This is an optimization exercise on Yosys and OpenROAD, whose aim is small area, a short achievable clock period and few clock cycles, not a production implementation.
Function was checked by simulation only, so behaviour that the tests miss may differ from the original.

==> delta <==
==> flow/design.v <==
module scc_chinj (
    input  wire        clk,
    input  wire        rst,
    input  wire        start,
    input  wire        seed_load,
    input  wire [31:0] seed_in,
    input  wire [31:0] txlen,
    input  wire [31:0] window,
    output wire        ready,
    output wire        done,
    output wire [31:0] seed_out,
    output wire [31:0] nflip,
    input  wire        in_valid,
    output wire        in_ready,
    input  wire [31:0] in_data,
    output wire        out_valid,
    input  wire        out_ready,
    output wire [31:0] out_data
);
    localparam [1:0] S_IDLE  = 2'd0,
                     S_SETUP = 2'd1,
                     S_RUN   = 2'd2,
                     S_DONE  = 2'd3;
    function [31:0] lstep(input [31:0] l);
        lstep = {l[30:0], l[31] ^ l[21] ^ l[1] ^ l[0]};
    endfunction
    function [31:0] lstep4(input [31:0] l);
        lstep4 = lstep(lstep(lstep(lstep(l))));
    endfunction
    function [31:0] lstep16(input [31:0] l);
        lstep16 = lstep4(lstep4(lstep4(lstep4(l))));
    endfunction
    function [12:0] sub12(input [11:0] a, input [11:0] b);
        reg [11:0] g, p, G, P;
        integer i, lv, k;
        begin
            g = ~a & b;
            p = ~(a ^ b);
            G = g; P = p;
            for (lv = 1; lv < 12; lv = lv * 2)
                for (i = 11; i >= 0; i = i - 1)
                    if ((i / lv) % 2 == 1) begin
                        k = (i / lv) * lv - 1;
                        G[i] = G[i] | (P[i] & G[k]);
                        P[i] = P[i] & P[k];
                    end
            sub12 = {G[11], a ^ b ^ {G[10:0], 1'b0}};
        end
    endfunction
    function [33:0] add33(input [32:0] a, input [32:0] b, input ci);
        reg [32:0] g, p, G, P;
        integer i, lv, k;
        begin
            g = a & b;
            p = a ^ b;
            G = g; P = p;
            G[0] = g[0] | (p[0] & ci);
            for (lv = 1; lv < 33; lv = lv * 2)
                for (i = 32; i >= 0; i = i - 1)
                    if ((i / lv) % 2 == 1) begin
                        k = (i / lv) * lv - 1;
                        G[i] = G[i] | (P[i] & G[k]);
                        P[i] = P[i] & P[k];
                    end
            add33 = {G[32], p ^ {G[31:0], ci}};
        end
    endfunction
    function [31:0] inc32(input [31:0] x);
        reg [31:0] A;
        integer i, lv, k;
        begin
            A = x;
            for (lv = 1; lv < 32; lv = lv * 2)
                for (i = 31; i >= 0; i = i - 1)
                    if ((i / lv) % 2 == 1) begin
                        k = (i / lv) * lv - 1;
                        A[i] = A[i] & A[k];
                    end
            inc32 = x ^ {A[30:0], 1'b1};
        end
    endfunction
    function [26:0] dec27(input [26:0] x);
        reg [26:0] A;
        integer i, lv, k;
        begin
            A = ~x;
            for (lv = 1; lv < 27; lv = lv * 2)
                for (i = 26; i >= 0; i = i - 1)
                    if ((i / lv) % 2 == 1) begin
                        k = (i / lv) * lv - 1;
                        A[i] = A[i] & A[k];
                    end
            dec27 = x ^ {A[25:0], 1'b1};
        end
    endfunction
    function [9:0] r4step(input [9:0] r, input [1:0] d, input [9:0] l, input [11:0] l3);
        reg [11:0] t;
        reg [12:0] d1, d2, d3;
        begin
            t  = {r, d};
            d1 = sub12(t, {2'b00, l});
            d2 = sub12(t, {1'b0, l, 1'b0});
            d3 = sub12(t, l3);
            r4step = !d3[12] ? d3[9:0] : !d2[12] ? d2[9:0] : !d1[12] ? d1[9:0] : t[9:0];
        end
    endfunction
    reg  [1:0]  state;
    reg  [31:0] lf;          
    reg  [31:0] nflip_r;
    reg  [31:0] wl;          
    reg  [31:0] rl;          
    reg  [31:0] gp;          
    reg  [31:0] fp;          
    reg  [31:0] buf_r;       
    reg  [31:0] out_r;       
    reg         lastq;       
    reg  [26:0] wcnt;        
    reg         part;        
    reg  [11:0] l3;          
    reg         narrow;      
    reg         rle;         
    reg         rlt;         
    reg         fv;          
    reg         act;         
    reg         a0, a1, a2, a3;    
    reg         ph;          
    reg  [9:0]  r0, r1, r2, r3;    
    reg  [7:0]  k1, k2, k3;        
    reg  [7:0]  h2, h3, g3;        
    reg  [9:0]  res;         
    reg         resv;
    reg         sl;          
    reg  [5:0]  scnt;        
    reg         fpend;       
    reg         bfull;
    reg         ov;
    wire [31:0] lf16 = lstep16(lf);
    reg  [31:0] lf_d;
    reg         ph_d;
    reg         a0_d;
    reg  [5:0]  scnt_d;
    reg  [3:0]  b0;
    reg         sbit;
    wire [31:0] lf16_d = lstep16(lf_d);
    always @(posedge clk) begin
        b0   <= ph_d ? lf_d[11:8] : lf16_d[15:12];
        sbit <= lf16_d[~scnt_d[3:0]];
    end
    wire [9:0]  l10   = wl[9:0];
    wire [9:0]  c0_in = r0;
    wire [9:0]  c0_m  = r4step(c0_in, b0[3:2], l10, l3);
    wire [9:0]  c0    = r4step(c0_m,  b0[1:0], l10, l3);
    wire [9:0]  c1_in = r1;
    wire [9:0]  c1_m  = r4step(c1_in, k1[7:6], l10, l3);
    wire [9:0]  c1    = r4step(c1_m,  k1[5:4], l10, l3);
    wire [9:0]  c2_in = r2;
    wire [9:0]  c2_m  = r4step(c2_in, k2[7:6], l10, l3);
    wire [9:0]  c2    = r4step(c2_m,  k2[5:4], l10, l3);
    wire [9:0]  c3_in = r3;
    wire [9:0]  c3_m  = r4step(c3_in, k3[7:6], l10, l3);
    wire [9:0]  c3    = r4step(c3_m,  k3[5:4], l10, l3);
    wire [32:0] sub_a = sl ? {fp, sbit} : {1'b0, rl};
    wire [33:0] sub_r = add33(sub_a, ~{1'b0, wl}, 1'b1);
    wire        sub_b = !sub_r[33];                  
    wire [31:0] s_rem = sub_b ? sub_a[31:0] : sub_r[31:0];
    wire        lastx    = (state == S_RUN) && ov && lastq && out_ready;
    wire        acc      = (state == S_IDLE || state == S_DONE || lastx) && start;
    wire        setup    = (state == S_SETUP);
    wire        running  = (state == S_RUN);
    wire        load     = in_valid && !bfull && (setup || running);
    wire        emit     = ov && out_ready && running;
    wire        cand     = running && (bfull || load);    
    wire        ofree    = !ov || out_ready;
    wire        fhit     = fpend && (fp[31:5] == 27'd0);
    wire        fapply   = fhit && cand;
    wire        wpend    = act || a0 || a1 || a2 || a3 || resv || sl;
    wire        wdone    = !wpend || (gp[31:5] != 27'd0);
    wire [31:0] fmask    = 32'h8000_0000 >> fp[4:0];
    wire        lastword = (wcnt == 27'd0) || (wcnt == 27'd1 && !part);
    wire [31:0] gp_dec   = {dec27(gp[31:5]), gp[4:0]};
    wire [31:0] fp_dec   = {dec27(fp[31:5]), fp[4:0]};
    wire        ffree    = !fpend || fapply;
    wire        xfer     = resv && ffree && running;
    wire        move     = cand && wdone && ofree && !xfer;
    wire [31:0] cword    = (bfull ? buf_r : in_data) ^ (fapply ? fmask : 32'd0);
    wire        pend     = ph;
    wire        stall    = a3 && pend && resv && !xfer;
    wire        pidle    = !a0 && !a1 && !a2 && !a3;
    wire        adv      = !pidle && !stall && running;
    wire        bound    = adv && pend;                 
    wire        can0     = act && fv && narrow && !rlt && running;
    wire        go0      = can0 && (pidle || (pend && !stall));
    wire        repl     = act && fv && rlt && running && pidle && !resv && !sl;
    wire        sfin     = sl && (scnt == 6'd32);
    wire        sbitc    = sl && !sfin;
    wire        sgo      = act && fv && !narrow && !rlt && running && pidle && !resv &&
                           !sl && !fpend && (gp[31:5] == 27'd0);
    wire        hand     = xfer || sfin;                
    wire        dstart   = go0 || sgo;                  
    wire [31:0] fs_a     = sl ? fp : gp;
    wire [9:0]  fs_b     = sl ? {5'd0, gp[4:0]} : res;
    wire [32:0] f_sum    = add33({1'b0, fs_a}, {23'd0, fs_b}, 1'b0);
    wire [32:0] g_sum    = add33({1'b0, gp}, {1'b0, wl}, 1'b0);
    wire [11:0] l3_new   = add33({23'd0, wl[9:0]}, {22'd0, wl[9:0], 1'b0}, 1'b0);
    assign ready     = (state == S_IDLE) || (state == S_DONE) || lastx;
    assign done      = (state == S_DONE) || lastx;
    assign seed_out  = lf;
    assign nflip     = nflip_r;
    assign in_ready  = !bfull;
    assign out_valid = ov;
    assign out_data  = out_r;
    always @(posedge clk) begin
        if (rst)
            state <= S_IDLE;
        else if (acc)
            state <= S_SETUP;
        else if (setup)
            state <= (rl == 32'd0) ? S_DONE : S_RUN;
        else if (running) begin
            if (lastx)
                state <= S_IDLE;
        end else
            state <= S_IDLE;
    end
    always @(posedge clk) begin
        l3     <= l3_new;
        narrow <= (wl[31:10] == 22'd0);
        rle    <= sub_b || (rl == wl);
        rlt    <= sub_b;
        fv     <= !(acc || dstart || repl || sl);
    end
    always @(posedge clk) begin
        if (rst || acc)
            act <= 1'b0;
        else if (setup)
            act <= (wl != 32'd0) && (rl != 32'd0);
        else if (dstart && rle)
            act <= 1'b0;
    end
    always @* begin
        if (rst || acc) begin
            a0_d = 1'b0;
            ph_d = 1'b0;
        end else if (go0) begin
            a0_d = 1'b1;
            ph_d = 1'b0;
        end else begin
            a0_d = bound ? 1'b0 : a0;
            ph_d = adv ? !ph : ph;
        end
    end
    always @(posedge clk) begin
        a0 <= a0_d;
        ph <= ph_d;
        if (rst || acc) begin
            a1 <= 1'b0;
            a2 <= 1'b0;
            a3 <= 1'b0;
        end else if (bound) begin
            a1 <= a0;
            a2 <= a1;
            a3 <= a2;
        end
    end
    always @(posedge clk) begin
        if (bound) begin
            k1 <= lf_d[23:16];
            h2 <= lf_d[15:8];
            k2 <= h2;
            h3 <= lf_d[7:0];
            g3 <= h3;
            k3 <= g3;
        end else if (adv) begin
            k1 <= {k1[3:0], 4'd0};
            k2 <= {k2[3:0], 4'd0};
            k3 <= {k3[3:0], 4'd0};
        end
    end
    always @(posedge clk) begin
        if (rst || acc)
            resv <= 1'b0;
        else if (bound && a3)
            resv <= 1'b1;
        else if (xfer)
            resv <= 1'b0;
    end
    always @(posedge clk) begin
        if (rst || acc)
            sl <= 1'b0;
        else if (sgo)
            sl <= 1'b1;
        else if (sfin)
            sl <= 1'b0;
    end
    always @* begin
        if (sgo)
            scnt_d = 6'd0;
        else if (sbitc)
            scnt_d = scnt + 6'd1;
        else
            scnt_d = scnt;
    end
    always @(posedge clk) scnt <= scnt_d;
    always @(posedge clk) begin
        if (rst || acc)
            fpend <= 1'b0;
        else if (hand)
            fpend <= 1'b1;
        else if (fapply)
            fpend <= 1'b0;
    end
    always @(posedge clk) begin
        if (rst || acc)
            bfull <= 1'b0;
        else if (move)
            bfull <= 1'b0;
        else if (load)
            bfull <= 1'b1;
    end
    always @(posedge clk) begin
        if (rst || acc)
            ov <= 1'b0;
        else if (move)
            ov <= 1'b1;
        else if (emit)
            ov <= 1'b0;
    end
    always @(posedge clk) begin
        if (acc)
            part <= (txlen[4:0] != 5'd0);
        else if (move && wcnt == 27'd0)
            part <= 1'b0;
    end
    always @* begin
        if (rst)
            lf_d = 32'd1;
        else if (acc && seed_load)
            lf_d = seed_in;
        else if ((adv && a0) || (sbitc && scnt[3:0] == 4'd15))
            lf_d = lf16;
        else
            lf_d = lf;
    end
    always @(posedge clk) lf <= lf_d;
    always @(posedge clk) begin
        if (bound || go0)
            r0 <= 10'd0;
        else if (adv && a0)
            r0 <= c0;
    end
    always @(posedge clk) if (bound ? a0 : (adv && a1)) r1 <= bound ? c0 : c1;
    always @(posedge clk) if (bound ? a1 : (adv && a2)) r2 <= bound ? c1 : c2;
    always @(posedge clk) if (bound ? a2 : (adv && a3)) r3 <= bound ? c2 : c3;
    always @(posedge clk) if (bound && a3) res <= c3;
    always @(posedge clk) begin
        if (acc)
            wl <= window;
        else if (repl)
            wl <= rl;
    end
    always @(posedge clk) begin
        if (acc)
            rl <= txlen;
        else if (dstart)
            rl <= sub_r[31:0];
    end
    always @(posedge clk) begin
        if (acc)
            wcnt <= txlen[31:5];
        else if (move && wcnt != 27'd0)
            wcnt <= dec27(wcnt);
    end
    always @(posedge clk) begin
        if (rst)
            nflip_r <= 32'd0;
        else if (acc || hand)
            nflip_r <= acc ? 32'd0 : inc32(nflip_r);
    end
    always @(posedge clk) begin
        if (acc || hand || move)
            gp <= acc ? 32'd0 : hand ? g_sum[31:0] : gp_dec;
    end
    always @(posedge clk) begin
        if (hand || move || sgo || sbitc)
            fp <= hand ? f_sum[31:0] : move ? fp_dec : (sgo ? 32'd0 : s_rem);
    end
    always @(posedge clk) begin
        if (cand || load)
            buf_r <= cword;
    end
    always @(posedge clk) begin
        if (move)
            out_r <= cword;
    end
    always @(posedge clk) begin
        if (rst || acc)
            lastq <= 1'b0;
        else if (move)
            lastq <= lastword;
    end
endmodule
==> flow/run.sh <==
#!/bin/bash
# synth_recipe.tcl (not shown) runs the flow's synth.tcl, then flattens the netlist and writes it again
# the make line also repeats each setting of config.mk as NAME=value (left out here)
make -C /OpenROAD-flow-scripts/flow DESIGN_CONFIG=/design/flow/config.mk WORK_HOME=/design/flow/orfs CLKGATE_MAP_FILE= SYNTH_SCRIPT=/design/flow/synth_recipe.tcl finish
==> flow/config.mk <==
export PLATFORM = sky130hd
export DESIGN_NAME = scc_chinj
export DESIGN_NICKNAME = scc_chinj
export VERILOG_FILES = /design/flow/design.v
export SDC_FILE = /design/flow/constraint.sdc
export NUM_CORES = 4
export LEC_CHECK = 0
export CAP_MARGIN = 20
export CORE_MARGIN = 2
export CORE_UTILIZATION = 70
export PLACE_DENSITY = 0.8
export SETUP_SLACK_MARGIN = 3
export SLEW_MARGIN = 20
==> flow/constraint.sdc <==
create_clock -name core_clock -period 10.0 [get_ports {clk}]
set_input_delay 2.0000 -clock core_clock [delete_from_list [all_inputs] [get_ports {clk}]]
set_output_delay 2.0000 -clock core_clock [all_outputs]
set_load 0.01 [all_outputs]
==> inputs of quartz, as changes to delta <==
--- a/flow/design.v
+++ b/flow/design.v
@@ -165,4 +165,3 @@
     wire [31:0] s_rem = sub_b ? sub_a[31:0] : sub_r[31:0];
-    wire        lastx    = (state == S_RUN) && ov && lastq && out_ready;
-    wire        acc      = (state == S_IDLE || state == S_DONE || lastx) && start;
+    wire        acc      = (state == S_IDLE || state == S_DONE) && start;
     wire        setup    = (state == S_SETUP);
@@ -204,4 +203,4 @@
     wire [11:0] l3_new   = add33({23'd0, wl[9:0]}, {22'd0, wl[9:0], 1'b0}, 1'b0);
-    assign ready     = (state == S_IDLE) || (state == S_DONE) || lastx;
-    assign done      = (state == S_DONE) || lastx;
+    assign ready     = (state == S_IDLE) || (state == S_DONE);
+    assign done      = (state == S_DONE);
     assign seed_out  = lf;
@@ -219,4 +218,4 @@
         else if (running) begin
-            if (lastx)
-                state <= S_IDLE;
+            if (emit && lastq)
+                state <= S_DONE;
         end else
- CORE_UTILIZATION: 70 -> 60
- PLACE_DENSITY: 0.8 -> 0.7
- SETUP_SLACK_MARGIN: 3 -> 4
==> inputs of tundra, as changes to delta <==
--- a/flow/design.v
+++ b/flow/design.v
@@ -183,3 +183,3 @@
     wire        xfer     = resv && ffree && running;
-    wire        move     = cand && wdone && ofree && !xfer;
+    wire        move     = cand && wdone && ofree;
     wire [31:0] cword    = (bfull ? buf_r : in_data) ^ (fapply ? fmask : 32'd0);
@@ -203,2 +203,4 @@
     wire [32:0] g_sum    = add33({1'b0, gp}, {1'b0, wl}, 1'b0);
+    wire [31:0] g_sum_d  = {dec27(g_sum[31:5]), g_sum[4:0]};
+    wire [31:0] f_sum_d  = {dec27(f_sum[31:5]), f_sum[4:0]};
     wire [11:0] l3_new   = add33({23'd0, wl[9:0]}, {22'd0, wl[9:0], 1'b0}, 1'b0);
@@ -380,3 +382,3 @@
         if (acc || hand || move)
-            gp <= acc ? 32'd0 : hand ? g_sum[31:0] : gp_dec;
+            gp <= acc ? 32'd0 : hand ? (move ? g_sum_d : g_sum[31:0]) : gp_dec;
     end
@@ -384,3 +386,3 @@
         if (hand || move || sgo || sbitc)
-            fp <= hand ? f_sum[31:0] : move ? fp_dec : (sgo ? 32'd0 : s_rem);
+            fp <= hand ? (move ? f_sum_d : f_sum[31:0]) : move ? fp_dec : (sgo ? 32'd0 : s_rem);
     end
- CORE_UTILIZATION: 70 -> 60
- PLACE_DENSITY: 0.8 -> 0.7
- SETUP_SLACK_MARGIN: 3 -> 3.75
==> run summary <==
delta completed with no timing, DRC or antenna violations. tundra went through all stages and came out clean. quartz completed without violations. The highest hold slack belongs to delta, the lowest to quartz. In flip-flop and latch count, delta and quartz do not differ. Of tundra and quartz, tundra has the higher maximum frequency (gap 3.3%, measured against quartz). The highest die area belongs to tundra, the lowest to delta. The highest critical path depth belongs to delta, the lowest to tundra. In quartz the sequential share of layout area is lower than in tundra, by 0.62 points. Synthesized cell count: delta < quartz < tundra. Setup slack: quartz is better than delta (0.44 ns).
Testbench counts of delta, summed over its fixed seeds: cycles 13,330.
Testbench counts of quartz, summed over its fixed seeds: cycles 13,522.
Testbench counts of tundra, summed over its fixed seeds: cycles 12,861.

[re-timing with driven ports]
The results above use ideal ports. As a check the final layouts listed here were re-extracted and re-timed, cells and wires unchanged. Step 1 sets driving cells, clkbuf_16 on the clock port and buf_2 on the other inputs (assumed; they add their load-dependent delay and slew). Step 2 adds t to the input delays and takes it off the output delays; t is the mean of the earliest and latest rising clock arrival at the registers after step 1. Input paths then give back, and output paths get back, about the clock's delay inside the block. Three values: no drivers, after step 1, after step 2; two values: the first two.
run	t (ns)	setup slack, ns	latest minus earliest clock arrival (ns)	slew at the worst register clock pin (ns)
delta	0.647	3.148 / 3.148 / 2.647	0.029 / 0.029	0.07 / 0.07
quartz	0.677	3.593 / 3.593 / 3.494	0.047 / 0.047	0.07 / 0.07
tundra	0.685	3.800 / 3.800 / 3.322	0.040 / 0.040	0.08 / 0.08
After both steps setup and hold are still met in every run listed. For delta, which loses most, drivers alone change the setup slack by 0.000 ns; drivers and shift together by -0.501 ns.
